What follows belongs to an exercise in optimizing a design on an open flow for small area; a production flow would make more cautious choices. The RTL was checked by simulation tests, not by an equivalence proof against the original design. The clock port is modelled as an ideal driver, which makes a skipped or thinned clock tree look cheaper than it is; a real chip needs a root buffer or a tree. Power figures rest on the tool's default switching activity, not on a simulated workload.

`flow/config.mk`:
```
export PLATFORM = sky130hd
export DESIGN_NAME = tap_controller
export DESIGN_NICKNAME = tap_controller
export VERILOG_FILES = /design/flow/design.v
export SDC_FILE = /design/flow/constraint.sdc
export NUM_CORES = 4
export LEC_CHECK = 0
export CAP_MARGIN = 20
export CORE_MARGIN = 2
export CORE_UTILIZATION = 40
export SLEW_MARGIN = 20
```
`flow/constraint.sdc`:
```
create_clock -name core_clock -period 10.0 [get_ports {clk}]
set_input_delay 2.0000 -clock core_clock [delete_from_list [all_inputs] [get_ports {clk}]]
set_output_delay 2.0000 -clock core_clock [all_outputs]
set_load 0.01 [all_outputs]
```
`flow/design.v`:
```
module tc_debounce #(
    parameter N_HIST = 8
) (
    input  wire clk,
    input  wire rst,
    input  wire sample,
    input  wire raw_in,
    output wire db_n         
);
    reg [N_HIST-1:0] hist;
    reg              db;
    wire [N_HIST-1:0] hist_n;
    generate
        if (N_HIST == 1) begin : g_one
            assign hist_n = raw_in;
        end else begin : g_many
            assign hist_n = {hist[N_HIST-2:0], raw_in};
        end
    endgenerate
    assign db_n = (hist_n == {N_HIST{1'b1}}) ? 1'b1 :
                  (hist_n == {N_HIST{1'b0}}) ? 1'b0 : db;
    always @(posedge clk) begin
        if (rst) begin
            hist <= {N_HIST{1'b0}};
            db   <= 1'b0;
        end else if (sample) begin
            hist <= hist_n;
            db   <= db_n;
        end
    end
endmodule
module tc_edge_detector (
    input  wire clk,
    input  wire rst,
    input  wire sample,
    input  wire db_n,
    output wire rise
);
    reg prev;
    assign rise = ~prev & db_n;
    always @(posedge clk) begin
        if (rst)
            prev <= 1'b0;
        else if (sample)
            prev <= db_n;
    end
endmodule
module tc_dual_counter_timer #(
    parameter CNT_W = 8,
    parameter TMR_W = 16
) (
    input  wire             clk,
    input  wire             rst,
    input  wire             sample,
    input  wire             rise,
    input  wire             expire,
    output wire [CNT_W-1:0] cnt_e,    
    output wire [TMR_W-1:0] tmr_a     
);
    reg [CNT_W-1:0] cnt;
    reg [TMR_W-1:0] tmr;
    wire             cnt_max = (cnt == {CNT_W{1'b1}});
    wire [TMR_W-1:0] tmr_r   = rise ? {TMR_W{1'b0}} : tmr;
    assign cnt_e = (rise && !cnt_max) ? cnt + 1'b1 : cnt;
    assign tmr_a = (cnt_e != {CNT_W{1'b0}}) ? tmr_r + 1'b1 : tmr_r;
    always @(posedge clk) begin
        if (rst) begin
            cnt <= {CNT_W{1'b0}};
            tmr <= {TMR_W{1'b0}};
        end else if (sample) begin
            if (expire) begin
                cnt <= {CNT_W{1'b0}};
                tmr <= {TMR_W{1'b0}};
            end else begin
                cnt <= cnt_e;
                tmr <= tmr_a;
            end
        end
    end
endmodule
module tc_window_expiry_comparator #(
    parameter TMR_W         = 16,
    parameter WINDOW_CYCLES = 500
) (
    input  wire [TMR_W-1:0] tmr_a,
    output wire             expire
);
    assign expire = (tmr_a >= WINDOW_CYCLES);
endmodule
module tc_tap_to_output_mux #(
    parameter CNT_W = 8
) (
    input  wire             expire,
    input  wire [CNT_W-1:0] cnt_e,
    output reg  [1:0]       act
);
    localparam [1:0] ACT_NONE       = 2'd0;
    localparam [1:0] ACT_OUT1_LONG  = 2'd1;
    localparam [1:0] ACT_OUT2_LONG  = 2'd2;
    localparam [1:0] ACT_OUT3_SHORT = 2'd3;
    always @(*) begin
        if (!expire)
            act = ACT_NONE;
        else if (cnt_e == 2)
            act = ACT_OUT1_LONG;
        else if (cnt_e == 3)
            act = ACT_OUT2_LONG;
        else if (cnt_e == 4)
            act = ACT_OUT3_SHORT;
        else
            act = ACT_NONE;
    end
endmodule
module tc_pulse_generator #(
    parameter PREM_W  = 16,
    parameter P_LONG  = 500,
    parameter P_SHORT = 250
) (
    input  wire       clk,
    input  wire       rst,
    input  wire       sample,
    input  wire       busy_tick,
    input  wire [1:0] act,
    output wire       busy,
    output wire [2:0] out
);
    localparam [PREM_W-1:0] PREM_LONG  = P_LONG;
    localparam [PREM_W-1:0] PREM_SHORT = P_SHORT;
    reg [PREM_W-1:0] prem;
    reg [2:0]        out_r;
    assign busy = (prem != {PREM_W{1'b0}});
    assign out  = out_r;
    always @(posedge clk) begin
        if (rst) begin
            prem  <= {PREM_W{1'b0}};
            out_r <= 3'b000;
        end else if (busy_tick) begin
            if (prem == 1) begin
                prem  <= {PREM_W{1'b0}};
                out_r <= 3'b000;
            end else begin
                prem  <= prem - 1'b1;
            end
        end else if (sample) begin
            case (act)
                2'd1: begin out_r <= 3'b001; prem <= PREM_LONG;  end
                2'd2: begin out_r <= 3'b010; prem <= PREM_LONG;  end
                2'd3: begin out_r <= 3'b100; prem <= PREM_SHORT; end
                default: begin out_r <= 3'b000; prem <= {PREM_W{1'b0}}; end
            endcase
        end
    end
endmodule
module tap_controller #(
    parameter N_HIST        = 8,
    parameter CNT_W         = 8,
    parameter TMR_W         = 16,
    parameter WINDOW_CYCLES = 500,
    parameter P_LONG        = 500,
    parameter P_SHORT       = 250,
    parameter PREM_W        = 16
) (
    input  wire clk,
    input  wire rst,
    input  wire tick,
    input  wire raw_in,
    output wire out1,
    output wire out2,
    output wire out3
);
    wire busy;
    wire sample_tick = tick & ~busy;
    wire busy_tick   = tick &  busy;
    wire db_n;
    tc_debounce #(.N_HIST(N_HIST)) u_debounce (
        .clk      (clk),
        .rst      (rst),
        .sample   (sample_tick),
        .raw_in   (raw_in),
        .db_n     (db_n)
    );
    wire rise;
    tc_edge_detector u_edge (
        .clk      (clk),
        .rst      (rst),
        .sample   (sample_tick),
        .db_n     (db_n),
        .rise     (rise)
    );
    wire [CNT_W-1:0] cnt_e;
    wire [TMR_W-1:0] tmr_a;
    wire             expire;
    tc_dual_counter_timer #(.CNT_W(CNT_W), .TMR_W(TMR_W)) u_cnt_tmr (
        .clk      (clk),
        .rst      (rst),
        .sample   (sample_tick),
        .rise     (rise),
        .expire   (expire),
        .cnt_e    (cnt_e),
        .tmr_a    (tmr_a)
    );
    tc_window_expiry_comparator #(.TMR_W(TMR_W), .WINDOW_CYCLES(WINDOW_CYCLES)) u_expiry (
        .tmr_a    (tmr_a),
        .expire   (expire)
    );
    wire [1:0] act;
    tc_tap_to_output_mux #(.CNT_W(CNT_W)) u_mux (
        .expire   (expire),
        .cnt_e    (cnt_e),
        .act      (act)
    );
    wire [2:0] out;
    tc_pulse_generator #(.PREM_W(PREM_W), .P_LONG(P_LONG), .P_SHORT(P_SHORT)) u_pulse (
        .clk       (clk),
        .rst       (rst),
        .sample    (sample_tick),
        .busy_tick (busy_tick),
        .act       (act),
        .busy      (busy),
        .out       (out)
    );
    assign out1 = out[0];
    assign out2 = out[1];
    assign out3 = out[2];
endmodule
```
`flow/run.sh`:
```
#!/bin/bash
# synth_recipe.tcl (not shown) runs the flow's synth.tcl, then flattens the netlist and writes it again
# the make line also repeats each setting of config.mk as NAME=value (left out here)
make -C /OpenROAD-flow-scripts/flow DESIGN_CONFIG=/design/flow/config.mk WORK_HOME=/design/flow/orfs CLKGATE_MAP_FILE= SYNTH_SCRIPT=/design/flow/synth_recipe.tcl finish
```
==> results of run 1 <==
layer usage:
layer  vias up  global-route usage (%)  share of wire (%)
li1       1442                       -                  -
met1      1321                    24.1                 50
met2        82                    28.5                 45
met3         7                    2.85                4.5
met4         0                    4.10               0.92
met5         -                       0                  0
sequential cells by signal, summed over array words and instances (netlist names):
signal,flops
u_debounce.hist,7
u_edge.prev,1
u_pulse.prem,16
u_cnt_tmr.tmr,16
u_cnt_tmr.cnt,8
u_pulse.out_r,3
how the worst max path moves through the flow:
| stage | start | cells past startpoint | endpoint |
|---|---|---|---|
| after floorplan | raw_in | 20 | u_pulse.prem[8]$_SDFFE_PP0P_ |
| after global placement | raw_in | 18 | u_pulse.prem[8]$_SDFFE_PP0P_ |
| after detailed placement | raw_in | 18 | u_pulse.prem[8]$_SDFFE_PP0P_ |
| after CTS | raw_in | 18 | u_pulse.prem[8]$_SDFFE_PP0P_ |
| after global routing | raw_in | 18 | u_pulse.prem[8]$_SDFFE_PP0P_ |
| final | raw_in | 18 | u_pulse.prem[8]$_SDFFE_PP0P_ |
final cells by class:
class                           count  area [um2]  share of cell area (%)
Timing Repair Buffer                8        75.1                    2.23
Inverter                           11        41.3                    1.23
Sequential cell                    51        1020                    30.4
Multi-Input combinational cell    316        1960                    58.3
Clock inverter                      3        67.6                    2.01
Tap cell                          102         128                    3.80
Clock buffer                        5        68.8                    2.05
worst min-delay path: stages, from the launching register on:
cell,delay [ns]
dfxtp_1,0.32
nand2_1,0.06
a21oi_2,0.05
metrics by stage:
step | cell area (um2) | setup slack (ns) | hold WS [ns] | utilization, % | total power [uW]
detailed placement | 3230 | 3.15 | 0.466 | 42.2 | 537
global route | 3360 | 3.07 | 0.489 | 44.0 | 758
floorplan | 3120 | 4.11 | 0.452 | - | 482
CTS | 3360 | 3.49 | 0.479 | 44.0 | 712
finish | 3360 | 3.46 | 0.473 | 44.0 | 707
global placement | 3230 | 3.28 | 0.461 | 42.2 | 533
cell usage after synthesis, types with 3 or more instances:
master | number | area share, %
a21oi_1 | 24 | 3.8
o22ai_1 | 3 | 0.60
or3_1 | 7 | 1.4
a22oi_1 | 4 | 0.96
a211oi_1 | 5 | 1.2
a41oi_1 | 3 | 0.84
inv_1 | 11 | 1.3
a21oi_2 | 3 | 0.84
nand2_1 | 46 | 5.5
nor4b_1 | 3 | 0.84
nand2b_1 | 10 | 2.0
xor2_1 | 8 | 2.2
dfxtp_1 | 51 | 33
and3_1 | 5 | 1.0
ha_1 | 5 | 2.0
and2_1 | 11 | 2.2
nand3_1 | 17 | 2.7
a22o_1 | 3 | 0.84
xnor2_1 | 13 | 3.6
buf_2 | 6 | 0.96
nand4_1 | 3 | 0.60
o21ai_0 | 17 | 2.7
a21o_1 | 3 | 0.72
nor4_1 | 10 | 2.0
mux2i_1 | 4 | 1.3
nand3b_1 | 3 | 0.72
a31oi_1 | 7 | 1.4
clkbuf_1 | 15 | 1.8
nor3_1 | 20 | 3.2
nor2_1 | 42 | 5.0
power by group:
part / total [uW] / leakage [uW] / switching [uW] / internal (uW)
registers: 268 / 0.000413 / 33.2 / 235
clock network: 172 / 0.0000644 / 72.4 / 99.8
logic: 266 / 0.000634 / 168 / 97.5
cell families after synthesis:
logic type	count (synthesis)
mux	4
compound gates	97
buf+inv	34
simple gates	189
fa+ha+maj	5
xor+xnor	21
flops	51
==> metrics.md, run 1 <==
| Metric | Value |
|---|---|
| Status | `timing/DRC/antenna clean` |
| P per Cell Area | `210 nW/um2` |
| Hold_buf cts | `0` |
| Worst path bufs/invs | `1` |
| Dpl hpwl | `slightly below 5000 um` |
| Hold endpoint | `u_pulse.out_r[2]$_SDFFE_PP0P_` |
| Antenna cells | `0` |
| Final Cycle Share | `65.4%` |
| Warnings, synthesis | `5` |
| Worst Tran Pin Value | `roughly 0.9 ns` |
| Clock sink count | `51` |
| Mux share of post-synthesis cell area | `1.28%` |
| Final-report setup violation count | `0` |
| Vias in the first global route | `2,551` |
| Core area | `7650 um2` |
| Post-synthesis cell count | `401` |
| Initial antenna violation count | `0` |
| Final Max Tran Viols | `0` |
| Wire per inst | `approximately 14 um` |
| Skew-Pair Late Insertion Delay | `about 0.31 ns` |
| Post-synth top flop | `dfxtp_1` |
| Crit Reg-Reg Startpoint | `u_debounce.hist[5]$_SDFFE_PP0P_` |
| Lkg Pwr | `0.00111 uW` |
| Req. time, crit path | `a little over 10 ns` |
| DRC | `0` |
| Crit-path cells | `clkdlybuf4s50_1 > nand4_2 > or3_1 > and2_1 > ha_1 > nand3_1 > or4b_2 > a22oi_1 > o221ai_1 > mux2i_1 > o211ai_1 > a21oi_2 > nand2b_1 > ha_1 > nand2_1 > nand2_1 > o21ai_0 > a211oi_1` |
| HP Start | `u_pulse.out_r[2]$_SDFFE_PP0P_` |
| Synth Area in Simple Gates | `31.0%` |
| Worst slew margin | `a little under two fifths` |
| Post-Route WL | `about 7200 um` |
| Layout Cells excl Fill | `496` |
| Clk_skew | `0.0115 ns` |
| CP endpoint kind | `register` |
| Setup Total Neg Slack | `0 ns` |
| Initial Util | `40.9%` |
| Commonest cells after routing, fill and taps aside | `dfxtp_1 (51), nand2_1 (46), nor2_1 (42), a21oi_1 (24), nor3_1 (20)` |
| XOR/XNOR Fraction of Synth Area | `between 5 and 6%` |
| Largest net degree at the start of global routing | `33` |
| Site Rows | `32` |
| Area share of fa/ha/maj cells after synthesis | `~2.0%` |
| Mapped Area | `3120 um2` |
| Nets | `402` |
| Pre-antenna DRT Iters | `5` |
| Hold violation count in the final report | `0` |
| Die height | `92.4 um` |
| Worst path top cell family by delay | `simple AND/OR/NAND/NOR gates` |
| Clock buffer count from CTS | `5` |
| CTS H-tree lvls | `2` |
| Final min period | `6.54 ns` |
| Die ar. | `8530 um2` |
| Max_cap viols | `0` |
| Clock transition at the registers of the reported paths | `roughly 0.1 ns` |
| CTS resizes | `0` |
| Peak supply drop | `between 0.1 and 0.15 mV` |
| F_max | `between 150 and 200 MHz` |
| Total GRT Usage | `17.4%` |
| Share of layout cells above drive strength 1 | `under 10%` |
| First-pass GRT wire length | `between 10,000 and 15,000 um` |
| CP arrival | `6.73 ns` |
| Final global-route overflow total | `0` |
| CTS root buffer | `clkbuf_8` |
| CTS max path bufs | `2` |
| Syn Area/Cell | `around 7.8 um2` |
| Cell count after placement | `488` |
| EDFF count, synth | `0` |
| Compound-Gate Fraction of Synth Area | `22.6%` |
| Cell variety after synth | `64` |
| RSZ-0062 raised after global routing | `no` |
| Crit-path max cell delay | `0.73 ns` |
| Reg-to-reg endpoint | `u_pulse.prem[8]$_SDFFE_PP0P_` |
| Area grow syn2layout | `7.61%` |
| CTS tree | `done` |
| Main combinational cell family by area after synthesis | `simple AND/OR/NAND/NOR gates` |
| Sequential area share after synthesis | `32.7%` |
| RePlAce Congestion | `0.861` |
| Buffer count from post-CTS setup fixing | `0` |
| Drt via density | `5.75` |
| # fillers | `764` |
| Setup CP Type | `in2reg` |
| Synthesized Nets | `between 400 and 500` |
| Worst path slowest cell | `or4b_2` |
| Slack of the worst reg-to-reg path | `5.26 ns` |
| Worst hold stages | `2` |
| Worst r2r path cells | `17` |
| # IOs | `7` |
| Worst setup SP type | `input port` |
| Die width | `92.4 um` |
| Port buffer count | `6` |
| Synth Register Bits | `51` |
| Async SR Flop Fraction | `0%` |
| Commonest non-fill, non-tap cell in the layout | `dfxtp_1` |
| Hold crit path type | `reg2reg` |
| Via Count | `2,852` |
| CP max FO | `18` |
| Antenna-violating nets left | `0` |
| First DRT Iteration DRCs | `239` |
==> run 2: changes to the inputs <==
==> flow/design.v (replaced) <==
module tap_controller (
    input  wire clk,
    input  wire rst,
    input  wire tick,
    input  wire raw_in,
    output wire out1,
    output wire out2,
    output wire out3
);
    reg       db;
    reg [2:0] dbc;
    reg [2:0] cnt;      
    reg [8:0] tmr_r;
    localparam [8:0] T_POL = 9'b010101010;
    wire [8:0] tmr = tmr_r ^ T_POL;
    reg [2:0] out_r;
    wire busy   = |out_r;
    wire sample = tick & ~busy;
    wire diff   = raw_in ^ db;
    wire full   = diff & (&dbc);           
    wire rise   = full & raw_in;
    localparam [8:0] T_LOAD = 9'b111010011;
    wire t_end  = &{~tmr[8], ~tmr[7], ~tmr[6], tmr[5], tmr[4], ~tmr[3], tmr[2], ~tmr[0]};
    wire t_end3 = &{tmr[8], tmr[7], ~tmr[6], tmr[5], ~tmr[3], ~tmr[0]};
    wire [8:0] tmr_adv = {tmr[7], ~tmr[8], tmr[5:0], tmr[6] ^ (tmr[1] | ~tmr[0])};
    wire cnt_nz = cnt[1] | cnt[0];
    wire cnt_2  = cnt[1] & ~cnt[0];
    wire cnt_3  = cnt[2] & ~cnt[1];
    wire cnt_4  = ~cnt[2] & cnt[1] & cnt[0];
    wire expire = cnt_nz & ~rise & t_end;
    wire done   = out_r[2] ? t_end3 : t_end;
    always @(posedge clk) begin
        if (tick)
            tmr_r <= ((sample & rise) ? T_LOAD : tmr_adv) ^ T_POL;
    end
    always @(posedge clk) begin
        if (rst) begin
            db    <= 1'b0;
            dbc   <= 3'd0;
            cnt   <= 3'd0;
            out_r <= 3'b000;
        end else if (sample) begin
            db  <= db ^ full;
            dbc <= diff ? dbc + 3'd1 : 3'd0;
            if (rise)
                cnt <= {cnt[1:0], cnt[2] | cnt[1] | ~cnt[0]};
            else if (expire)
                cnt <= 3'd0;
            if (expire)
                out_r <= {cnt_4, cnt_3, cnt_2};
        end else if (tick & done) begin
            out_r <= 3'b000;
        end
    end
    assign out1 = out_r[0];
    assign out2 = out_r[1];
    assign out3 = out_r[2];
endmodule
--- a/flow/config.mk
+++ b/flow/config.mk
@@ -6,6 +6,8 @@
 export NUM_CORES = 4
 export LEC_CHECK = 0
 export CAP_MARGIN = 20
-export CORE_MARGIN = 2
-export CORE_UTILIZATION = 40
+export CORE_AREA = 2 2 62 62
+export CTS_CLUSTER_DIAMETER = 100
+export CTS_CLUSTER_SIZE = 30
+export DIE_AREA = 0 0 64 64
 export SLEW_MARGIN = 20
==> metrics.md, run 2 <==
| Metric | Value |
|---|---|
| Core area | `3390 um2 (-56%)` |
| Wire per inst | `11.8 um (-18%)` |
| Area grow syn2layout | `14.4%` |
| Largest net degree at the start of global routing | `13 (-61%)` |
| Site Rows | `21 (-34%)` |
| Synth Register Bits | `19 (-63%)` |
| Via Count | `626 (-78%)` |
| # IOs | `7 (unchanged)` |
| Crit-path cells | `clkdlybuf4s50_1 > nor4b_2 > nand2_1 > and2_1` |
| Post-synthesis cell count | `83 (-79%)` |
| First DRT Iteration DRCs | `73 (-69%)` |
| Warnings, synthesis | `1 (-4)` |
| CP endpoint kind | `register` |
| Syn Area/Cell | `10.6 um2 (+35%)` |
| Worst setup SP type | `input port` |
| Setup CP Type | `in2reg` |
| Status | `timing/DRC/antenna clean` |
| RePlAce Congestion | `0.795 (-7.6%)` |
| Clock transition at the registers of the reported paths | `0.11 ns (about the same)` |
| Vias in the first global route | `613 (-76%)` |
| Worst hold stages | `2 (unchanged)` |
| Port buffer count | `6 (unchanged)` |
| Clk_skew | `0.00326 ns (-0.00821 ns)` |
| Crit-path max cell delay | `0.75 ns (+0.02 ns)` |
| F_max | `254 MHz (+66%)` |
| Synth top area cells | `edfxtp_1 (31%), dfxtp_1 (23%), nand2_1 (6.9%)` |
| Skew-Pair Late Insertion Delay | `0.29 ns (-0.02 ns)` |
| Max reg flops | `9` |
| Final min period | `3.94 ns (-2.60 ns)` |
| Worst Tran Pin Value | `0.747 ns (-0.175 ns)` |
| Worst r2r path cells | `3 (-14)` |
| Post-Route WL | `1610 um (-78%)` |
| First-pass GRT wire length | `2820 um (-77%)` |
| Final-report setup violation count | `0 (unchanged)` |
| Setup Total Neg Slack | `0 ns (unchanged)` |
| Buffer count from post-CTS setup fixing | `0 (unchanged)` |
| Initial Util | `25.8% (-15 points)` |
| Drt via density | `4.60 (-20%)` |
| Final Max Tran Viols | `0 (unchanged)` |
| Post-synth top area cell | `edfxtp_1` |
| CTS max path bufs | `2 (unchanged)` |
| Nets | `97 (-76%)` |
| Slack of the worst reg-to-reg path | `8.12 ns (+2.86 ns)` |
| Total GRT Usage | `8.90% (-8.5 points)` |
| Hold_buf cts | `0 (unchanged)` |
| CTS H-tree lvls | `1 (-1)` |
| Async SR Flop Fraction | `0% (unchanged)` |
| Crit. Startpoint | `tick` |
| Sequential area share after synthesis | `53.7% (+21 points)` |
| RSZ-0062 raised after global routing | `no` |
| Peak supply drop | `0.0390 mV (-69%)` |
| CTS tree | `done` |
| Initial antenna violation count | `0 (unchanged)` |
| Req. time, crit path | `10.06 ns (-0.13 ns)` |
| Top reg by flops | `tmr_r` |
| EDFF count, synth | `9 (+9)` |
| Hold crit path type | `reg2reg` |
| Synth top area share | `30.9% (-1.8 points)` |
| P per Cell Area | `133 nW/um2 (-37%)` |
| Hold violation count in the final report | `0 (unchanged)` |
| Die width | `64 um (-31%)` |
| Max_cap viols | `0 (unchanged)` |
| Lkg Pwr | `0.000340 uW (-69%)` |
| Mapped Area | `876 um2 (-72%)` |
| Commonest non-fill, non-tap cell in the layout | `nand2_1` |
| Crit Reg-Reg Startpoint | `out_r[2]$_SDFFE_PP0P_` |
| Clock buffer count from CTS | `3 (-2)` |
| Antenna-violating nets left | `0 (unchanged)` |
| Worst slew margin | `50.0% (+12 points)` |
| Die height | `64 um (-31%)` |
| Synth cell count leaders | `nand2_1 (16), dfxtp_1 (10), edfxtp_1 (9)` |
| Top-count cell post-synth | `nand2_1` |
| Layout Cells excl Fill | `136 (-73%)` |
| Worst path slowest cell | `clkdlybuf4s50_1` |
| CP max FO | `12 (-6)` |
| Final global-route overflow total | `0 (unchanged)` |
| Commonest cells after routing, fill and taps aside | `nand2_1 (16), dfxtp_1 (10), edfxtp_1 (9), clkdlybuf4s50_1 (6), nor2_1 (5)` |
| DRC | `0 (unchanged)` |
| Dpl hpwl | `1200 um (-76%)` |
| Cell count after placement | `132 (-73%)` |
| Post-synth top flop | `dfxtp_1` |
| Pre-antenna DRT Iters | `4 (-1)` |
| CTS resizes | `0 (unchanged)` |
| Clock sink count | `19 (-63%)` |
| Final Cycle Share | `39.4% (-26 points)` |
| Cell variety after synth | `31 (-52%)` |
| Antenna cells | `0 (unchanged)` |
| CP arrival | `4.00 ns (-2.73 ns)` |
| CTS root buffer | `clkbuf_4` |
| Die ar. | `4100 um2 (-52%)` |
| Synthesized Nets | `89 (-78%)` |
| Share of layout cells above drive strength 1 | `12.2% (+5.4 points)` |
-- run 2: cell types whose count changed in the layout (fill, tap and decap cells not counted), moves of 8 or more --
cell      previous run  this run
nand2_1             46        16
o21ai_0             17         4
xnor2_1             13         2
nor2_1              42         5
nand2b_1            10         1
and2_1              11         1
dfxtp_1             51        10
edfxtp_1             0         9
xor2_1               8         0
nor4_1              10         0
nor3_1              20         1
a21oi_1             24         4
inv_1               11         0
nand3_1             17         3
-- run 2: area by class of cell --
class	instances	area, um2
inverters	1	3.75
repair buffers	6	60.1
clock buffers	3	22.5
flip-flops and latches	19	470
multi-input cells	60	383
well taps	46	57.6
clock inverters	1	5.00
fillers	354	2390
-- run 2: per-stage QoR --
stage	total power (uW)	area (um2)	util (%)	setup WS, ns	hold WS, ns
floorplan	93.4	876	-	6.79	0.439
global placement	96.2	975	28.8	5.81	0.471
detailed placement	96.7	975	28.8	5.71	0.473
CTS	136	1000	29.6	6.04	0.488
global route	139	1000	29.6	5.86	0.507
finish	133	1000	29.6	6.06	0.488
-- run 2: cells by family after synthesis --
group                    Yosys count  share of synthesized area, %
adder cells (fa/ha/maj)            2                          2.86
XOR/XNOR                           2                          2.00
AND/OR/NAND/NOR                   40                          26.6
flip-flops                        19                          53.7
buffers and inverters              4                          2.57
AO/OA/AOI/OAI                     16                          12.3
-- run 2: worst paths after layout --
path                        end
max          tmr_r[7]$_DFFE_PP_
min                    register
max reg2reg  tmr_r[7]$_DFFE_PP_
min reg2reg            register
-- run 2: worst max-delay path, delay by kind of cell --
| kind | cells | cell delay (ns) |
|---|---|---|
| AND/OR/NAND/NOR | 3 | 1.25 |
| buffers and inverters | 1 | 0.75 |
-- run 2: report_power, final --
group          switching, uW  internal [uW]  leakage (uW)
sequential              1.83           84.6      0.000169
combinational           4.72           3.63      0.000153
clock                   23.7           14.9     0.0000177
total                   30.3            103      0.000340
-- run 2: layer usage --
| metal | up-vias | track usage [%] | share of wire [%] |
|---|---|---|---|
| li1 | 322 | - | - |
| met1 | 298 | 11.3 | 50 |
| met2 | 4 | 13.7 | 47 |
| met3 | 2 | 1.23 | 1.6 |
| met4 | 0 | 6.52 | 1.8 |
| met5 | - | 0 | 0 |
==> run 3: changes to the inputs <==
--- a/flow/config.mk
+++ b/flow/config.mk
@@ -7,7 +7,5 @@
 export LEC_CHECK = 0
 export CAP_MARGIN = 20
 export CORE_AREA = 2 2 62 62
-export CTS_CLUSTER_DIAMETER = 100
-export CTS_CLUSTER_SIZE = 30
 export DIE_AREA = 0 0 64 64
 export SLEW_MARGIN = 20
==> metrics.md, run 3 <==
| Metric | Value |
|---|---|
| Largest net degree at the start of global routing | `13 (unchanged)` |
| Area grow syn2layout | `14.4% (unchanged)` |
| Synth cell count leaders | `nand2_1 (16), dfxtp_1 (10), edfxtp_1 (9)` |
| FF/Latch Area | `470 um2 (unchanged)` |
| Synth top area cells | `edfxtp_1 (31%), dfxtp_1 (23%), nand2_1 (6.9%)` |
| Cell variety after synth | `31 (unchanged)` |
| Die width | `64 um (unchanged)` |
| CTS resizes | `0 (unchanged)` |
| Final Cycle Share | `39.4% (unchanged)` |
| Clock buffer count from CTS | `3 (unchanged)` |
| EDFF count, synth | `9 (unchanged)` |
| Via Count | `626 (unchanged)` |
| Status | `timing/DRC/antenna clean` |
| Top-count cell post-synth | `nand2_1` |
| CTS H-tree lvls | `1 (unchanged)` |
| Multi-input gate area | `383 um2 (unchanged)` |
| Crit Reg-Reg Startpoint | `out_r[2]$_SDFFE_PP0P_` |
| CP endpoint kind | `register` |
| Final global-route overflow total | `0 (unchanged)` |
| Buffer count from post-CTS setup fixing | `0 (unchanged)` |
| Die height | `64 um (unchanged)` |
| Reg-to-reg endpoint | `tmr_r[7]$_DFFE_PP_` |
| Sequential area share after synthesis | `53.7% (unchanged)` |
| Initial antenna violation count | `0 (unchanged)` |
| Post-synth top flop | `dfxtp_1` |
| Internal | `103 uW (unchanged)` |
| Port buffer count | `6 (unchanged)` |
| # IOs | `7 (unchanged)` |
| Worst setup path endpoint | `tmr_r[7]$_DFFE_PP_` |
| Setup Total Neg Slack | `0 ns (unchanged)` |
| CTS root buffer | `clkbuf_4` |
| Nets | `97 (unchanged)` |
| Pre-antenna DRT Iters | `4 (unchanged)` |
| Total GRT Usage | `8.90% (unchanged)` |
| Clock power frac | `28.9% (about the same)` |
| Final Max Tran Viols | `0 (unchanged)` |
| Hold crit path type | `reg2reg` |
| Share of layout cells above drive strength 1 | `12.2% (unchanged)` |
| Skew-Pair Late Insertion Delay | `0.29 ns (about the same)` |
| Slack of the worst reg-to-reg path | `8.12 ns (about the same)` |
| Site Rows | `21 (unchanged)` |
| CP arrival | `4.00 ns (about the same)` |
| Dpl hpwl | `1200 um (unchanged)` |
| Switch Pwr | `30.3 uW (unchanged)` |
| F_max | `254 MHz (unchanged)` |
| CTS tree | `done` |
| Peak supply drop | `0.0390 mV (unchanged)` |
| Warnings, synthesis | `1 (unchanged)` |
| First-pass GRT wire length | `2820 um (unchanged)` |
| Antenna-violating nets left | `0 (unchanged)` |
| Hold_buf cts | `0 (unchanged)` |
| Wire per inst | `11.8 um (unchanged)` |
| # fillers | `354 (unchanged)` |
| Synthesized Nets | `89 (unchanged)` |
| Vias in the first global route | `613 (unchanged)` |
| Top reg by flops | `tmr_r` |
| Antenna cells | `0 (unchanged)` |
| Post-synth top area cell | `edfxtp_1` |
| Hold violation count in the final report | `0 (unchanged)` |
| Commonest non-fill, non-tap cell in the layout | `nand2_1` |
| Worst r2r path cells | `3 (unchanged)` |
| Post-synthesis cell count | `83 (unchanged)` |
| Req. time, crit path | `10.06 ns (about the same)` |
| Mapped Area | `876 um2 (unchanged)` |
| Max reg flops | `9 (unchanged)` |
| Clk_skew | `0.00326 ns (unchanged)` |
| Lkg Pwr | `0.000340 uW (unchanged)` |
| RePlAce Congestion | `0.795 (unchanged)` |
| Worst slew margin | `50.0% (unchanged)` |
| CTS max path bufs | `2 (unchanged)` |
| Register share of total power | `64.8% (about the same)` |
| P per Cell Area | `133 nW/um2 (unchanged)` |
| Final-report setup violation count | `0 (unchanged)` |
| Worst Tran Pin Value | `0.747 ns (unchanged)` |
| Crit. Startpoint | `tick` |
| Async SR Flop Fraction | `0% (unchanged)` |
| Design area | `1000 um2 (unchanged)` |
| CP max FO | `12 (unchanged)` |
| Setup CP Type | `in2reg` |
| Post-Route WL | `1610 um (unchanged)` |
| Drt via density | `4.60 (unchanged)` |
| Worst setup SP type | `input port` |
| Placed cell area | `975 um2 (unchanged)` |
| DRC | `0 (unchanged)` |
| Clock transition at the registers of the reported paths | `0.11 ns (about the same)` |
| Commonest cells after routing, fill and taps aside | `nand2_1 (16), dfxtp_1 (10), edfxtp_1 (9), clkdlybuf4s50_1 (6), nor2_1 (5)` |
| Clock sink count | `19 (unchanged)` |
| Synth Register Bits | `19 (unchanged)` |
| Final min period | `3.94 ns (unchanged)` |
| First DRT Iteration DRCs | `73 (unchanged)` |
| Syn Area/Cell | `10.6 um2 (unchanged)` |
| Synth top area share | `30.9% (unchanged)` |
| Initial Util | `25.8% (unchanged)` |
| RSZ-0062 raised after global routing | `no` |
| Switch share | `22.7% (unchanged)` |
| Die ar. | `4100 um2 (unchanged)` |
| Core area | `3390 um2 (unchanged)` |
| Max_cap viols | `0 (unchanged)` |
| Combinational Power Share | `6.3% (about the same)` |
## run 3: kinds of logic after synthesis
kind of cell	after synthesis	share of synthesized area [%]
fa+ha+maj	2	2.86
buf+inv	4	2.57
compound gates	16	12.3
simple gates	40	26.6
xor+xnor	2	2.00
flops	19	53.7
## run 3: layer usage
layer | global-route usage [%] | vias to the layer above | routed length, um
met1 | 11.3 | 298 | 802
met5 | 0 | - | 0
met4 | 6.52 | 0 | 29
met3 | 1.23 | 2 | 26
met2 | 13.7 | 4 | 751
li1 | - | 322 | -
## run 3: how the worst min path moves through the flow
stage                                    from                  end  slack (ns)  cells after the start
after floorplan           cnt[2]$_SDFFE_PP0P_  cnt[2]$_SDFFE_PP0P_        0.44                      2
after global placement    cnt[2]$_SDFFE_PP0P_  cnt[2]$_SDFFE_PP0P_        0.47                      2
after detailed placement             register             register        0.47                      2
after CTS                            register             register        0.49                      2
after global routing                 register             register        0.51                      2
final                                register             register        0.49                      2
## run 3: critical path, cell delays in order
cell and delay, ns:
clkdlybuf4s50_1 0.75, nor4b_2 0.70, nand2_1 0.30, and2_1 0.25
## run 3: power groups by stage
stage	logic (uW)	clock network, uW	registers, uW
2_1_floorplan	5.80	0	87.6
3_3_place_gp	8.18	0	88.1
3_5_place_dp	8.41	0	88.3
4_1_cts	8.52	40.7	86.4
5_1_grt	9.57	42.9	86.7
6_report	8.35	38.6	86.4
## run 3: through the flow
step	setup WS [ns]	total power (uW)	cells	utilization [%]	hold WS (ns)
final	6.06	133	136	29.6	0.488
after global placement	5.81	96.2	132	28.8	0.471
after detailed placement	5.71	96.7	132	28.8	0.473
after global routing	5.86	139	136	29.6	0.507
after CTS	6.04	136	136	29.6	0.488
after floorplan	6.79	93.4	83	-	0.439
## run 3: layout make-up
type                       instances  share of cell area [%]
timing repair buffer               6                    5.99
sequential                        19                    46.9
clock buffer                       3                    2.25
tap                               46                    5.74
inverter                           1                   0.375
clock inverter                     1                   0.499
multi-input combinational         60                    38.2
==> run 4: changes to the inputs <==
==> flow/flow/run.sh (new file) <==
#!/bin/bash
# Own layout flow.
#  1. the standard synthesis (standard.sh synth), unchanged.
#  2. The combinational logic of that netlist is mapped again for area
#     with ABC (remap.ys, abc_area.script). The registers are left as
#     they are: same cells, same instance names.
#  3. the standard layout of the re-mapped netlist (standard.sh), with
#     the input and output ports buffered by the smallest buffer.
# Each tool writes its full output to a log file of its own here.
set -euo pipefail
W=$(pwd)
F=$W/flow
R=$W/orfs/results/$FLOW_PLATFORM/tap_controller/base
LIB=$FLOW_HOME/platforms/$FLOW_PLATFORM/lib/sky130_fd_sc_hd__tt_025C_1v80.lib

bash standard.sh synth > $W/flow_1_synth.log 2>&1
cp $R/1_2_yosys.v $W/netlist_standard.v

# Combinational cells of the library as Verilog modules, for techmap.
yosys -q -l $W/flow_2_cells.log -p "read_liberty -ignore_miss_func $LIB; write_verilog -noattr $W/cells_all.v" > /dev/null 2>&1
python3 $F/split_cells.py $W/cells_all.v $W/cells_comb.v \
    $FLOW_HOME/platforms/$FLOW_PLATFORM/config.mk $W/dont_use.txt > $W/flow_3_split.log 2>&1

sed -e "s|@LIB@|$LIB|g" -e "s|@W@|$W|g" -e "s|@F@|$F|g" \
    -e "s|@DONT_USE@|$(cat $W/dont_use.txt)|g" $F/remap.ys > $W/remap.ys
yosys -l $W/flow_4_remap.log -s $W/remap.ys > /dev/null 2>&1

# Hand the re-mapped netlist to the rest of the standard flow.
cp $W/netlist_remapped.v $R/1_2_yosys.v
rm -f $R/1_synth.odb $R/1_synth.sdc
BUFFER_PORTS_ARGS="-buffer_cell sky130_fd_sc_hd__buf_1" \
    bash standard.sh > $W/flow_5_layout.log 2>&1
==> flow/flow/abc_area.script (new file) <==
strash; dc2; dch -f; amap; topo
==> flow/flow/remap.ys (new file) <==
read_liberty -lib @LIB@
read_verilog @W@/netlist_standard.v
hierarchy -top tap_controller
techmap -map @W@/cells_comb.v
techmap
opt -purge
abc -liberty @LIB@ @DONT_USE@ -script @F@/abc_area.script
opt_clean -purge
setundef -zero
hilomap -singleton -hicell sky130_fd_sc_hd__conb_1 HI -locell sky130_fd_sc_hd__conb_1 LO
splitnets
opt_clean -purge
check -assert -mapped
stat -liberty @LIB@
write_verilog -noattr -noexpr -nohex -nodec @W@/netlist_remapped.v
==> flow/flow/split_cells.py (new file) <==
# Keeps the combinational cell modules of a Verilog dump of the liberty
# (argv[1] -> argv[2]) and writes the platform's DONT_USE_CELLS (from
# config.mk, argv[3]) as yosys abc -dont_use options to argv[4].
import re, sys
text = open(sys.argv[1]).read()
mods = re.findall(r'(module\s+(\w+)\(.*?endmodule\n)', text, re.S)
comb = [m for m, n in mods if 'always' not in m and ' reg ' not in m and 'assign' in m]
open(sys.argv[2], 'w').write(''.join(comb))
cfg = open(sys.argv[3]).read()
m = re.search(r'DONT_USE_CELLS\s*\+?=\s*((?:[^\n]*\\\n)*[^\n]*)', cfg)
names = m.group(1).replace('\\\n', ' ').split()
open(sys.argv[4], 'w').write(' '.join('-dont_use ' + n for n in names))
print(len(comb), 'combinational cells;', len(names), 'dont_use cells')
==> flow/standard.sh (new file) <==
#!/bin/bash
# synth_recipe.tcl (not shown) runs the flow's synth.tcl, then flattens the netlist and writes it again
# the make line also repeats each setting of config.mk as NAME=value (left out here)
make -C /OpenROAD-flow-scripts/flow DESIGN_CONFIG=/design/flow/config.mk WORK_HOME=/design/flow/orfs CLKGATE_MAP_FILE= SYNTH_SCRIPT=/design/flow/synth_recipe.tcl "${@:-finish}"
removed: flow/run.sh
==> metrics.md, run 4 <==
| Metric | Value |
|---|---|
| Status | `timing/DRC/antenna clean` |
| Warnings, synthesis | `1 (unchanged)` |
| Initial antenna violation count | `0 (unchanged)` |
| Crit-path cells | `buf_1 > nand3_1 > nor2_1 > clkinv_1 > nor2_1 > clkinv_1 > o41ai_1 > o22ai_1` |
| Core area | `3390 um2 (unchanged)` |
| # IOs | `7 (unchanged)` |
| Hold crit path type | `reg2reg` |
| GRT met3 Usage | `1.76% (+0.53 points)` |
| Drt via density | `4.41 (-4.2%)` |
| Largest net degree at the start of global routing | `12 (-1)` |
| Max_cap viols | `0 (unchanged)` |
| Crit. Startpoint | `tick` |
| Worst r2r path cells | `8 (+5)` |
| CTS resizes | `0 (unchanged)` |
| Nets | `93 (-4.1%)` |
| Clock buffer count from CTS | `3 (unchanged)` |
| Lkg Pwr | `0.000279 uW (-18%)` |
| Worst path slowest cell | `buf_1` |
| Commonest cells after routing, fill and taps aside | `nor2_1 (12), nand2_1 (12), dfxtp_1 (10), edfxtp_1 (9), clkinv_1 (7)` |
| P per Cell Area | `149 nW/um2 (+12%)` |
| DRC | `0 (unchanged)` |
| Die height | `64 um (unchanged)` |
| Die ar. | `4100 um2 (unchanged)` |
| Wire per inst | `10.6 um (-11%)` |
| Req. time, crit path | `10.16 ns (+0.10 ns)` |
| Share of layout cells above drive strength 1 | `4.55% (-7.7 points)` |
| Post-Route WL | `1420 um (-12%)` |
| Worst slew margin | `62.5% (+12 points)` |
| CP arrival | `4.05 ns (+0.05 ns)` |
| Peak supply drop | `0.0390 mV (+0.11%)` |
| Antenna-violating nets left | `0 (unchanged)` |
| Buffer count from post-CTS setup fixing | `0 (unchanged)` |
| RSZ-0062 raised after global routing | `no` |
| Worst Tran Pin Value | `0.562 ns (-0.185 ns)` |
| Final min period | `3.89 ns (-0.0499 ns)` |
| CTS H-tree lvls | `1 (unchanged)` |
| Met1 usage | `9.77% (-1.5 points)` |
| Final core utilization | `25.7% (-3.9 points)` |
| Placed cell area | `843 um2 (-13%)` |
| CP max FO | `11 (-1)` |
| Dpl hpwl | `1130 um (-6.0%)` |
| Crit Reg-Reg Startpoint | `out_r[0]$_SDFFE_PP0P_` |
| Clock transition at the registers of the reported paths | `0.10 ns (about the same)` |
| CP endpoint kind | `register` |
| Setup Total Neg Slack | `0 ns (unchanged)` |
| Most Crowded Layer GR | `met2` |
| Final Cycle Share | `38.9% (-0.50 points)` |
| Hold violation count in the final report | `0 (unchanged)` |
| First-pass GRT wire length | `2530 um (-10%)` |
| Crit-path max cell delay | `0.42 ns (-0.33 ns)` |
| Syn Area/Cell | `9.79 um2 (-7.3%)` |
| Area grow syn2layout | `14.1%` |
| Max reg flops | `9 (unchanged)` |
| Clock sink count | `19 (unchanged)` |
| Skew-Pair Late Insertion Delay | `0.29 ns (about the same)` |
| Setup CP Type | `in2reg` |
| CTS max path bufs | `2 (unchanged)` |
| F_max | `257 MHz (+1.3%)` |
| Worst path top cell family by delay | `buffers and inverters` |
| Die width | `64 um (unchanged)` |
| Port buffer count | `6 (unchanged)` |
| Final global-route overflow total | `0 (unchanged)` |
| Final-report setup violation count | `0 (unchanged)` |
| Pre-antenna DRT Iters | `4 (unchanged)` |
| Critical Path Stages | `8 (+4)` |
| Antenna cells | `0 (unchanged)` |
| Reg-to-reg endpoint | `cnt[2]$_SDFFE_PP0P_` |
| Post-synthesis cell count | `78 (-6.0%)` |
| Synthesized Nets | `82 (-7.9%)` |
| Hold_buf cts | `0 (unchanged)` |
| Mapped Area | `763 um2 (-13%)` |
| Top reg by flops | `tmr_r` |
| Slack of the worst reg-to-reg path | `7.92 ns (-0.20 ns)` |
| Initial Util | `22.5% (-3.3 points)` |
| Via Count | `591 (-5.6%)` |
| Worst setup SP type | `input port` |
| Final Max Tran Viols | `0 (unchanged)` |
| CTS tree | `done` |
| CTS root buffer | `clkbuf_4` |
| Clk_skew | `0.00812 ns (+0.00486 ns)` |
| First DRT Iteration DRCs | `41 (-44%)` |
| Vias in the first global route | `596 (-2.8%)` |
| Site Rows | `21 (unchanged)` |
| Worst path bufs/invs | `3 (+2)` |
| Design area | `871 um2 (-13%)` |
| Met2 global-route usage | `11.5% (-2.2 points)` |
| RePlAce Congestion | `0.876 (+10%)` |
| Worst setup path endpoint | `cnt[2]$_SDFFE_PP0P_` |
| Total GRT Usage | `7.67% (-1.2 points)` |
-- run 4: cell count changes in the layout (fill, tap and decap cells not counted), sizes merged, moves of 4 or more --
cell,delta
o22ai,+4
nor2,+6
nand2,-4
clkinv,+6
buf,+6
clkdlybuf4s50,-6
-- run 4: layout make-up --
cell class | instances | area (um2)
Tap cell | 46 | 57.6
Fill cell | 376 | 2520
Multi-Input combinational cell | 52 | 267
Clock buffer | 3 | 22.5
Clock inverter | 1 | 5.00
Timing Repair Buffer | 6 | 22.5
Sequential cell | 19 | 470
Inverter | 7 | 26.3
-- run 4: per-layer routing --
layer,routed length [um],share of wire (%)
met1,680,48
met2,671,47
met3,49,3.5
met4,17,1.2
met5,0,0
-- run 4: worst min path at each step --
stage,end,slack [ns],depth (start not counted)
after floorplan,register,0.43,2
after global placement,register,0.44,2
after detailed placement,register,0.46,2
after CTS,register,0.47,2
after global routing,dbc[0]$_SDFFE_PP0P_,0.50,2
final,register,0.47,2
-- run 4: stage by stage --
stage	std cells	hold WS [ns]	power, uW	worst slack [ns]
global placement	130	0.442	93.3	5.90
global route	134	0.503	137	5.79
floorplan	78	0.429	90.9	6.71
detailed placement	130	0.457	93.7	5.76
CTS	134	0.472	132	6.09
finish	134	0.470	129	6.11
-- run 4: worst min-delay path, delay by kind of cell (launching register included) --
kind	cells	cell delay, ns
AOI/OAI and AO/OA	1	0.06
buffers and inverters	1	0.06
DFF	1	0.32
-- run 4: power breakdown --
part	switching, uW	internal, uW
clock network	22.7	14.9
logic	3.87	1.79
registers	1.66	84.5
==> run 5: changes to the inputs <==
==> flow/flow/run.sh (replaced) <==
#!/bin/bash
# Own layout flow.
#  1. the standard synthesis (standard.sh synth), unchanged.
#  2. The combinational logic of that netlist is mapped again for area by
#     ABC, once with each script in abc_scripts.txt; the smallest result is
#     kept if Yosys proves it equivalent to the standard netlist (else the
#     standard netlist is kept). The registers are left as they are: same
#     cells, same instance names.
#  3. the standard layout of that netlist (standard.sh), with the input
#     and output ports buffered by the smallest buffer.
# Each tool writes its full output to a log file of its own here.
set -euo pipefail
W=$(pwd)
F=$W/flow
R=$W/orfs/results/$FLOW_PLATFORM/tap_controller/base
LIB=$FLOW_HOME/platforms/$FLOW_PLATFORM/lib/sky130_fd_sc_hd__tt_025C_1v80.lib

bash standard.sh synth > $W/flow_1_synth.log 2>&1
cp $R/1_2_yosys.v $W/netlist_standard.v

# The library's cells as Verilog modules: all of them (for the proof) and
# the combinational ones (for techmap).
yosys -q -l $W/flow_2_cells.log -p "read_liberty -ignore_miss_func $LIB; write_verilog -noattr $W/cells_all.v" > /dev/null 2>&1
python3 $F/split_cells.py $W/cells_all.v $W/cells_comb.v \
    $FLOW_HOME/platforms/$FLOW_PLATFORM/config.mk $W/dont_use.txt > $W/flow_3_split.log 2>&1

mkdir -p $W/remap
i=0
while IFS= read -r S; do
  i=$((i + 1))
  echo "$S" > $W/remap/abc_$i.script
  sed -e "s|@LIB@|$LIB|g" -e "s|@IN@|$W/netlist_standard.v|" \
      -e "s|@COMB@|$W/cells_comb.v|" -e "s|@SCRIPT@|$W/remap/abc_$i.script|" \
      -e "s|@DONT_USE@|$(cat $W/dont_use.txt)|" -e "s|@OUT@|$W/remap/netlist_$i.v|" \
      $F/remap.ys > $W/remap/remap_$i.ys
done < $F/abc_scripts.txt
seq 1 $i | xargs -P ${NUM_CORES:-4} -I{} sh -c \
  "timeout 300 yosys -l $W/remap/flow_4_remap_{}.log -s $W/remap/remap_{}.ys > /dev/null 2>&1 || true"

python3 $F/pick.py $W/remap $i > $W/flow_5_pick.log 2>&1
BEST=$(tail -1 $W/flow_5_pick.log)
CHOSEN=$W/netlist_standard.v
if [[ -n "$BEST" ]]; then
  sed -e "s|@CELLS@|$W/cells_all.v|" -e "s|@GOLD@|$W/netlist_standard.v|" \
      -e "s|@GATE@|$W/remap/netlist_$BEST.v|" $F/equiv.ys > $W/equiv.ys
  if yosys -l $W/flow_6_equiv.log -s $W/equiv.ys > /dev/null 2>&1; then
    CHOSEN=$W/remap/netlist_$BEST.v
  fi
fi
echo "chosen: $CHOSEN" >> $W/flow_5_pick.log

# Hand the chosen netlist to the rest of the standard flow.
cp $CHOSEN $W/netlist_chosen.v
cp $CHOSEN $R/1_2_yosys.v
rm -f $R/1_synth.odb $R/1_synth.sdc
BUFFER_PORTS_ARGS="-buffer_cell sky130_fd_sc_hd__buf_1" \
    bash standard.sh > $W/flow_7_layout.log 2>&1
==> flow/flow/abc_scripts.txt (new file) <==
strash; dc2; dch -f; amap; topo
strash; dch; map -a; topo
strash; dc2; dch -f; map -a; topo
strash; &get -n; &dch; &nf -a; &put; topo
strash; dc2; &get -n; &dch -f; &nf -a; &put; topo
strash; balance; rewrite; refactor; balance; rewrite; rewrite -z; balance; refactor -z; rewrite -z; balance; dch -f; amap; topo
strash; dc2; dch -f; amap; topo; strash; dch -f; amap; topo
strash; &get -n; &syn2; &dch -f; &nf -a; &put; topo
strash; &get -n; &deepsyn -J 100 -T 30 -S 1; &put; dch -f; amap; topo
strash; &get -n; &deepsyn -J 100 -T 30 -S 2; &put; dch -f; amap; topo
strash; &get -n; &deepsyn -J 100 -T 30 -S 3; &put; dch -f; amap; topo
strash; &get -n; &deepsyn -J 100 -T 30 -S 4; &put; dch -f; amap; topo
strash; &get -n; &deepsyn -J 100 -T 30 -S 5; &put; dch -f; amap; topo
strash; &get -n; &deepsyn -J 100 -T 30 -S 6; &put; dch -f; amap; topo
strash; &get -n; &deepsyn -J 300 -T 30 -S 1; &put; dch -f; map -a; topo
strash; &get -n; &deepsyn -J 300 -T 30 -S 2; &put; dch -f; map -a; topo
==> flow/flow/equiv.ys (new file) <==
# Proves the re-mapped netlist equivalent to the standard one. Both use the
# same register instances, so the proof is combinational.
read_verilog @CELLS@
read_verilog @GOLD@
rename tap_controller gold
read_verilog @GATE@
rename tap_controller gate
proc
flatten
rename -hide w:_*
opt_clean
equiv_make gold gate equiv
hierarchy -top equiv
equiv_simple
equiv_induct
equiv_status -assert
==> flow/flow/pick.py (new file) <==
# Prints the areas of the re-mapped netlists in argv[1] (1..argv[2]) and,
# last, the number of the smallest.
import os, re, sys
d, n = sys.argv[1], int(sys.argv[2])
best = None
for i in range(1, n + 1):
    p = os.path.join(d, 'netlist_%d.v.stat' % i)
    if not os.path.exists(p) or not os.path.exists(os.path.join(d, 'netlist_%d.v' % i)):
        print(i, 'no result'); continue
    m = re.findall(r'Chip area for module .*?:\s*([\d.]+)', open(p).read())
    if not m:
        print(i, 'no area'); continue
    a = float(m[-1]); print(i, a)
    if best is None or a < best[0]:
        best = (a, i)
print(best[1] if best else '')
==> flow/flow/remap.ys (replaced) <==
read_liberty -lib @LIB@
read_verilog @IN@
hierarchy -top tap_controller
techmap -map @COMB@
techmap
opt -purge
abc -liberty @LIB@ @DONT_USE@ -script @SCRIPT@
opt_clean -purge
setundef -zero
hilomap -singleton -hicell sky130_fd_sc_hd__conb_1 HI -locell sky130_fd_sc_hd__conb_1 LO
splitnets
opt_clean -purge
check -assert -mapped
tee -o @OUT@.stat stat -liberty @LIB@
write_verilog -noattr -noexpr -nohex -nodec @OUT@
removed: flow/flow/abc_area.script
==> metrics.md, run 5 <==
| Metric | Value |
|---|---|
| Site Rows | `21 (unchanged)` |
| CTS max path bufs | `2 (unchanged)` |
| Clock buffer count from CTS | `3 (unchanged)` |
| CP arrival | `4.53 ns (+0.48 ns)` |
| Crit-path cells | `buf_1 > nand4_1 > clkinv_1 > and3_1 > nand2_1 > nor3_1 > clkinv_1 > nor2_1 > a311oi_1` |
| Final Max Tran Viols | `0 (unchanged)` |
| DRC | `0 (unchanged)` |
| Largest net degree at the start of global routing | `12 (unchanged)` |
| Commonest non-fill, non-tap cell in the layout | `clkinv_1` |
| Final setup margin | `5.64 ns (-0.471 ns)` |
| Syn Area/Cell | `10.0 um2 (+2.5%)` |
| Port buffer count | `6 (unchanged)` |
| Clock power frac | `28.4% (-0.7 points)` |
| Top reg by flops | `tmr_r` |
| Switch Pwr | `26.3 uW (-6.9%)` |
| Synthesized Nets | `79 (-3.7%)` |
| Antenna-violating nets left | `0 (unchanged)` |
| Worst setup SP type | `input port` |
| Register share of total power | `67.1% (+0.5 points)` |
| Warnings, synthesis | `1 (unchanged)` |
| Final min period | `4.36 ns (+0.471 ns)` |
| Initial antenna violation count | `0 (unchanged)` |
| CTS root buffer | `clkbuf_4` |
| P per Cell Area | `150 nW/um2 (+0.69%)` |
| Hold crit path type | `reg2reg` |
| Post-synthesis cell count | `75 (-3.8%)` |
| HP Start | `out_r[0]$_SDFFE_PP0P_` |
| Peak supply drop | `0.0564 mV (+45%)` |
| Setup CP Type | `in2reg` |
| Crit-path max cell delay | `0.63 ns (+0.21 ns)` |
| Critical path's most frequent cell | `clkinv_1` |
| Worst path top cell family by delay | `simple AND/OR/NAND/NOR gates` |
| Final Cycle Share | `43.6% (+4.7 points)` |
| Max_cap viols | `0 (unchanged)` |
| Dpl hpwl | `1080 um (-4.3%)` |
| Switch share | `20.5% (-1.3 points)` |
| Die width | `64 um (unchanged)` |
| Combinational Power Share | `4.5% (about the same)` |
| Crit Reg-Reg Startpoint | `out_r[2]$_SDFFE_PP0P_` |
| Via Count | `567 (-4.1%)` |
| CTS resizes | `0 (unchanged)` |
| Wire per inst | `10.5 um (-0.60%)` |
| F_max | `229 MHz (-11%)` |
| # IOs | `7 (unchanged)` |
| Req. time, crit path | `10.17 ns (about the same)` |
| Pre-antenna DRT Iters | `4 (unchanged)` |
| Worst path bufs/invs | `3 (unchanged)` |
| Max reg flops | `9 (unchanged)` |
| Antenna cells | `0 (unchanged)` |
| Commonest cells after routing, fill and taps aside | `clkinv_1 (12), dfxtp_1 (10), nor2_1 (9), edfxtp_1 (9), nand2_1 (8)` |
| Vias in the first global route | `489 (-18%)` |
| Worst path slowest cell | `nor3_1` |
| Final-report setup violation count | `0 (unchanged)` |
| RePlAce Congestion | `0.744 (-15%)` |
| CTS tree | `done` |
| Worst slew margin | `45.9% (-17 points)` |
| Buffer count from post-CTS setup fixing | `0 (unchanged)` |
| Area grow syn2layout | `14.1% (about the same)` |
| Core area | `3390 um2 (unchanged)` |
| CP endpoint kind | `register` |
| Post-Route WL | `1380 um (-2.8%)` |
| Worst Tran Pin Value | `0.805 ns (+0.243 ns)` |
| Hold violation count in the final report | `0 (unchanged)` |
| Die ar. | `4100 um2 (unchanged)` |
| Crit. Startpoint | `tick` |
| Skew-Pair Late Insertion Delay | `0.28 ns (about the same)` |
| Clock sink count | `19 (unchanged)` |
| First DRT Iteration DRCs | `16 (-61%)` |
| Pre-CTS WS | `5.32 ns (-0.446 ns)` |
| Drt via density | `4.33 (-1.9%)` |
| Share of layout cells above drive strength 1 | `3.53% (-1.0 points)` |
| CTS H-tree lvls | `1 (unchanged)` |
| Clock transition at the registers of the reported paths | `0.10 ns (about the same)` |
| Final global-route overflow total | `0 (unchanged)` |
| Internal | `102 uW (+0.95%)` |
| Mapped Area | `752 um2 (-1.5%)` |
| RSZ-0062 raised after global routing | `no` |
| Lkg Pwr | `0.000279 uW (-0.11%)` |
| Setup Total Neg Slack | `0 ns (unchanged)` |
| Die height | `64 um (unchanged)` |
| Clk_skew | `0.00207 ns (-0.00605 ns)` |
| CP max FO | `11 (unchanged)` |
| Initial Util | `22.2% (-0.33 points)` |
| First-pass GRT wire length | `2210 um (-13%)` |
| Nets | `90 (-3.2%)` |
| Hold_buf cts | `0 (unchanged)` |
| # fillers | `360 (-4.3%)` |
| Total GRT Usage | `7.07% (-0.60 points)` |
| Status | `timing/DRC/antenna clean` |
[run 5: cell count changes in the layout (fill, tap and decap cells not counted), moves of 2 or more]
cell      change
clkinv_1      +5
nand2_1       -4
nor2_1        -3
nor3_1        +3
o21ai_0       -3
nand3_1       -2
[run 5: metal layers]
layer,part of all wire [%],global-route usage (%),vias to the layer above
met5,0,0,-
met4,0,3.26,0
met1,50,9.53,262
met3,5.2,1.76,0
met2,45,10.5,14
li1,-,-,291
[run 5: final timing paths]
| path | endpoint | slack [ns] | cells after the start |
|---|---|---|---|
| min reg2reg | out_r[0]$_SDFFE_PP0P_ | 0.49 | 2 |
| min | out_r[0]$_SDFFE_PP0P_ | 0.49 | 2 |
| max | cnt[0]$_SDFFE_PP0P_ | 5.64 | 9 |
| max reg2reg | cnt[0]$_SDFFE_PP0P_ | 7.47 | 9 |
[run 5: layout make-up]
| type | count | area, um2 | area share [%] |
|---|---|---|---|
| repair buffers | 6 | 22.5 | 2.62 |
| inverters | 12 | 45.0 | 5.25 |
| clock buffers | 4 | 26.3 | 3.06 |
| well taps | 46 | 57.6 | 6.71 |
| multi-input cells | 44 | 236 | 27.6 |
| flip-flops and latches | 19 | 470 | 54.8 |
[run 5: power groups by stage]
stage	logic, uW	registers (uW)	clock network [uW]
2_1_floorplan	3.69	87.3	0
3_3_place_gp	5.64	87.7	0
3_5_place_dp	5.92	87.9	0
4_1_cts	5.94	86.1	38.6
5_1_grt	6.79	86.4	41.9
6_report	5.80	86.1	36.5
[run 5: through the flow]
step                      area (um2)  cells  hold slack, ns  utilization (%)  power, uW
final                            858    131           0.491             25.3        128
after global routing             858    131           0.523             25.3        135
after CTS                        858    131           0.500             25.3        131
after detailed placement         832    127           0.477             24.5       93.8
after global placement           832    127           0.465             24.5       93.4
after floorplan                  752     75           0.457                -       91.0
[run 5: worst register-to-register path: cells and delay by family (launching register included)]
| family | cells | cell delay [ns] |
|---|---|---|
| AO/OA/AOI/OAI | 1 | 0.11 |
| AND/OR/NAND/NOR | 5 | 1.28 |
| buffers and inverters | 3 | 0.67 |
| flip-flops | 1 | 0.35 |
==> run 6: changes to the inputs <==
--- a/flow/flow/run.sh
+++ b/flow/flow/run.sh
@@ -7,7 +7,8 @@
 #     standard netlist is kept). The registers are left as they are: same
 #     cells, same instance names.
 #  3. the standard layout of that netlist (standard.sh), with the input
-#     and output ports buffered by the smallest buffer.
+#     and output ports buffered by the smallest buffer, and after CTS the
+#     root clock buffer removed (post_cts.tcl).
 # Each tool writes its full output to a log file of its own here.
 set -euo pipefail
 W=$(pwd)
@@ -53,5 +54,5 @@
 cp $CHOSEN $W/netlist_chosen.v
 cp $CHOSEN $R/1_2_yosys.v
 rm -f $R/1_synth.odb $R/1_synth.sdc
-BUFFER_PORTS_ARGS="-buffer_cell sky130_fd_sc_hd__buf_1" \
+BUFFER_PORTS_ARGS="-buffer_cell sky130_fd_sc_hd__buf_1" POST_CTS_TCL=$F/post_cts.tcl \
     bash standard.sh > $W/flow_7_layout.log 2>&1
==> flow/flow/post_cts.tcl (new file) <==
set block [ord::get_db_block]
set clk_net [[$block findBTerm clk] getNet]

proc is_clock_cell {inst} {
  set m [[$inst getMaster] getName]
  return [expr {[string match "sky130_fd_sc_hd__clkbuf_*" $m] || [string match "sky130_fd_sc_hd__clkinv_*" $m]}]
}
proc out_net {inst} {
  foreach it [$inst getITerms] {
    if {[$it isOutputSignal]} { return [$it getNet] }
  }
  return "NULL"
}
proc is_dummy {inst} {
  set n [out_net $inst]
  return [expr {[is_clock_cell $inst] && ($n eq "NULL" || [llength [$n getITerms]] <= 1)}]
}

set loads [$clk_net getITerms]
if {[llength $loads] != 1} {
  puts "post_cts: clock port drives [llength $loads] pins; left as it is"
  return
}
set root [[lindex $loads 0] getInst]
set root_net [out_net $root]
set leaves {}
set dummies {}
set ok [is_clock_cell $root]
foreach it [$root_net getITerms] {
  set inst [$it getInst]
  if {$inst == $root} { continue }
  if {[is_dummy $inst]} {
    lappend dummies $inst
  } elseif {[is_clock_cell $inst] && [$it isInputSignal]} {
    lappend leaves $it
  } else {
    set ok 0
  }
}
if {!$ok || [llength $leaves] < 1 || [llength $leaves] > 4} {
  puts "post_cts: tree not as expected; left as it is"
  return
}
foreach inst $dummies { odb::dbInst_destroy $inst }
foreach it $leaves {
  $it disconnect
  $it connect $clk_net
}
# dummy loads on the leaf nets
foreach it $leaves {
  set n [out_net [$it getInst]]
  foreach sit [$n getITerms] {
    set sinst [$sit getInst]
    if {$sinst != [$it getInst] && [is_dummy $sinst]} { odb::dbInst_destroy $sinst }
  }
}
[$root findITerm A] disconnect
odb::dbInst_destroy $root
odb::dbNet_destroy $root_net
puts "post_cts: removed root buffer [llength $dummies] dummy loads; clock port drives [llength $leaves] leaf buffers"
==> metrics.md, run 6 <==
| Metric | Value |
|---|---|
| Status | `timing/DRC/antenna clean` |
| First DRT Iteration DRCs | `16 (unchanged)` |
| Max reg flops | `9 (unchanged)` |
| Clk_skew | `0.00255 ns (+0.000475 ns)` |
| DRC | `0 (unchanged)` |
| F_max | `221 MHz (-3.4%)` |
| Clock transition at the registers of the reported paths | `0.09 ns (about the same)` |
| Switch Pwr | `22.9 uW (-13%)` |
| Placed cell area | `832 um2 (unchanged)` |
| Antenna-violating nets left | `0 (unchanged)` |
| Internal | `96.2 uW (-5.8%)` |
| Syn Area/Cell | `10.0 um2 (unchanged)` |
| Worst r2r path cells | `9 (unchanged)` |
| Slack of the worst reg-to-reg path | `7.45 ns (-0.02 ns)` |
| Crit. Startpoint | `tick` |
| Hold crit path type | `reg2reg` |
| Antenna cells | `0 (unchanged)` |
| Peak supply drop | `0.0555 mV (-1.6%)` |
| Initial antenna violation count | `0 (unchanged)` |
| RePlAce Congestion | `0.744 (unchanged)` |
| CP endpoint kind | `register` |
| CP max FO | `11 (unchanged)` |
| Post-synthesis cell count | `75 (unchanged)` |
| Port buffer count | `6 (unchanged)` |
| Via Count | `554 (-2.3%)` |
| Die ar. | `4100 um2 (unchanged)` |
| Area grow syn2layout | `12.6%` |
| Vias in the first global route | `472 (-3.5%)` |
| # fillers | `363 (+0.83%)` |
| Share of layout cells above drive strength 1 | `2.41% (-1.1 points)` |
| Commonest non-fill, non-tap cell in the layout | `clkinv_1` |
| Commonest cells after routing, fill and taps aside | `clkinv_1 (12), dfxtp_1 (10), nor2_1 (9), edfxtp_1 (9), nand2_1 (8)` |
| Worst setup SP type | `input port` |
| Setup Total Neg Slack | `0 ns (unchanged)` |
| Final global-route overflow total | `0 (unchanged)` |
| FF/Latch Area | `470 um2 (unchanged)` |
| Lkg Pwr | `0.000273 uW (-2.1%)` |
| Die height | `64 um (unchanged)` |
| Core area | `3390 um2 (unchanged)` |
| Top reg by flops | `tmr_r` |
| Reg-to-reg endpoint | `cnt[0]$_SDFFE_PP0P_` |
| Hold violation count in the final report | `0 (unchanged)` |
| Req. time, crit path | `10.04 ns (-0.13 ns)` |
| Mapped Area | `752 um2 (unchanged)` |
| Max_cap viols | `0 (unchanged)` |
| Dpl hpwl | `1080 um (unchanged)` |
| Setup CP Type | `in2reg` |
| Site Rows | `21 (unchanged)` |
| Final-report setup violation count | `0 (unchanged)` |
| Clock sink count | `19 (unchanged)` |
| Multi-input gate area | `236 um2 (unchanged)` |
| Largest net degree at the start of global routing | `12 (unchanged)` |
| Overall power | `119 uW (-7.3%)` |
| Final Max Tran Viols | `0 (unchanged)` |
| Total GRT Usage | `6.95% (-0.11 points)` |
| Nets | `89 (-1.1%)` |
| First-pass GRT wire length | `2190 um (-0.90%)` |
| Final Cycle Share | `45.2% (+1.5 points)` |
| Switch share | `19.2% (-1.3 points)` |
| Clock power frac | `22.8% (-5.6 points)` |
| Pre-antenna DRT Iters | `4 (unchanged)` |
| Worst Tran Pin Value | `0.817 ns (+0.0120 ns)` |
| Final setup margin | `5.48 ns (-0.153 ns)` |
| Worst setup path endpoint | `cnt[0]$_SDFFE_PP0P_` |
| Worst slew margin | `45.1% (-0.81 points)` |
| Die width | `64 um (unchanged)` |
| # IOs | `7 (unchanged)` |
| Skew-Pair Late Insertion Delay | `0.16 ns (-0.12 ns)` |
| Design area | `847 um2 (-1.3%)` |
| Wire per inst | `10.7 um (+1.3%)` |
| Pre-CTS WS | `5.32 ns (unchanged)` |
| Warnings, synthesis | `1 (unchanged)` |
| CP arrival | `4.55 ns (+0.02 ns)` |
| Initial Util | `22.2% (unchanged)` |
| Final min period | `4.52 ns (+0.153 ns)` |
| Synthesized Nets | `79 (unchanged)` |
| Combinational Power Share | `4.9% (+0.4 points)` |
| Register share of total power | `72.3% (+5.2 points)` |
| RSZ-0062 raised after global routing | `no` |
| Drt via density | `4.29 (-0.78%)` |
| Crit Reg-Reg Startpoint | `out_r[2]$_SDFFE_PP0P_` |
| P per Cell Area | `141 nW/um2 (-6.1%)` |
| Post-Route WL | `1370 um (-0.29%)` |
==> run 6: critical path, cell delays in order <==
cell	delay [ns]
buf_1	0.46
nand4_1	0.24
clkinv_1	0.12
and3_1	0.19
nand2_1	0.10
nor3_1	0.64
clkinv_1	0.46
nor2_1	0.23
a311oi_1	0.11
==> run 6: per-layer routing <==
layer | track usage [%] | wire [um] | vias up
li1 | - | - | 283
met1 | 9.53 | 705 | 260
met2 | 10.5 | 597 | 9
met3 | 1.76 | 50 | 2
met4 | 2.45 | 21 | 0
met5 | 0 | 0 | -
==> run 6: worst min path at each step <==
stage                                      from                     to  slack [ns]  cells after the start
after floorplan             cnt[2]$_SDFFE_PP0P_    cnt[2]$_SDFFE_PP0P_        0.46                      2
final                     out_r[0]$_SDFFE_PP0P_  out_r[0]$_SDFFE_PP0P_        0.49                      2
after global placement    out_r[0]$_SDFFE_PP0P_  out_r[0]$_SDFFE_PP0P_        0.46                      2
after global routing        dbc[0]$_SDFFE_PP0P_    dbc[0]$_SDFFE_PP0P_        0.52                      2
after detailed placement  out_r[1]$_SDFFE_PP0P_  out_r[1]$_SDFFE_PP0P_        0.48                      2
==> run 6: area by class of cell <==
cell class	count	area share, %
Clock buffer	2	1.77
Inverter	12	5.32
Multi-Input combinational cell	44	27.9
Sequential cell	19	55.5
Tap cell	46	6.79
Timing Repair Buffer	6	2.66
==> run 6: power groups by stage <==
stage / Combinational [uW] / Clock, uW / Sequential (uW)
floorplan: 3.69 / 0 / 87.3
global placement: 5.64 / 0 / 87.7
detailed placement: 5.92 / 0 / 87.9
global route: 6.79 / 32.0 / 86.4
finish: 5.82 / 27.1 / 86.1
==> run 6: stage by stage <==
stage	utilization (%)	hold WS, ns	instances
5_1_grt	25.0	0.521	129
3_3_place_gp	24.5	0.465	127
2_1_floorplan	-	0.457	75
3_5_place_dp	24.5	0.477	127
6_report	25.0	0.491	129

[static timing again, ports no longer ideal]
In the flow no input, the clock included, has a driving cell. The finished layouts below were timed again as built, in two steps. Step 1, drivers: a clkbuf_16 drives clk and a buf_2 each remaining input, both assumed. Step 2 also shifts input and output timing later by t, the mid clock arrival at the registers, as if the neighbouring blocks saw the same clock. a / b / c = ideal / step 1 / step 2; a / b = the first two.
run | shift t [ns] | setup slack, ns | worst hold slack (ns) | slew at the worst register clock pin (ns) | cell pins on the clock port's net
run 1 | 0.334 | 3.456 / 3.467 / 3.133 | 0.473 / 0.473 / 0.473 | 0.10 / 0.10 | 1
run 2 | 0.317 | 6.059 / 6.056 / 5.739 | 0.488 / 0.488 / 0.488 | 0.11 / 0.11 | 1
run 3 | 0.317 | 6.059 / 6.056 / 5.739 | 0.488 / 0.488 / 0.488 | 0.11 / 0.11 | 1
run 4 | 0.306 | 6.109 / 6.104 / 5.798 | 0.470 / 0.470 / 0.470 | 0.11 / 0.11 | 1
run 5 | 0.299 | 5.638 / 5.623 / 5.324 | 0.491 / 0.491 / 0.491 | 0.10 / 0.10 | 1
run 6 | 0.178 | 5.485 / 5.477 / 5.298 | 0.491 / 0.491 / 0.491 | 0.09 / 0.09 | 2
After both steps setup and hold are still met in every run listed. The setup slack of run 1, which loses most, moves by +0.011 ns with the drivers and by -0.323 ns with both steps.
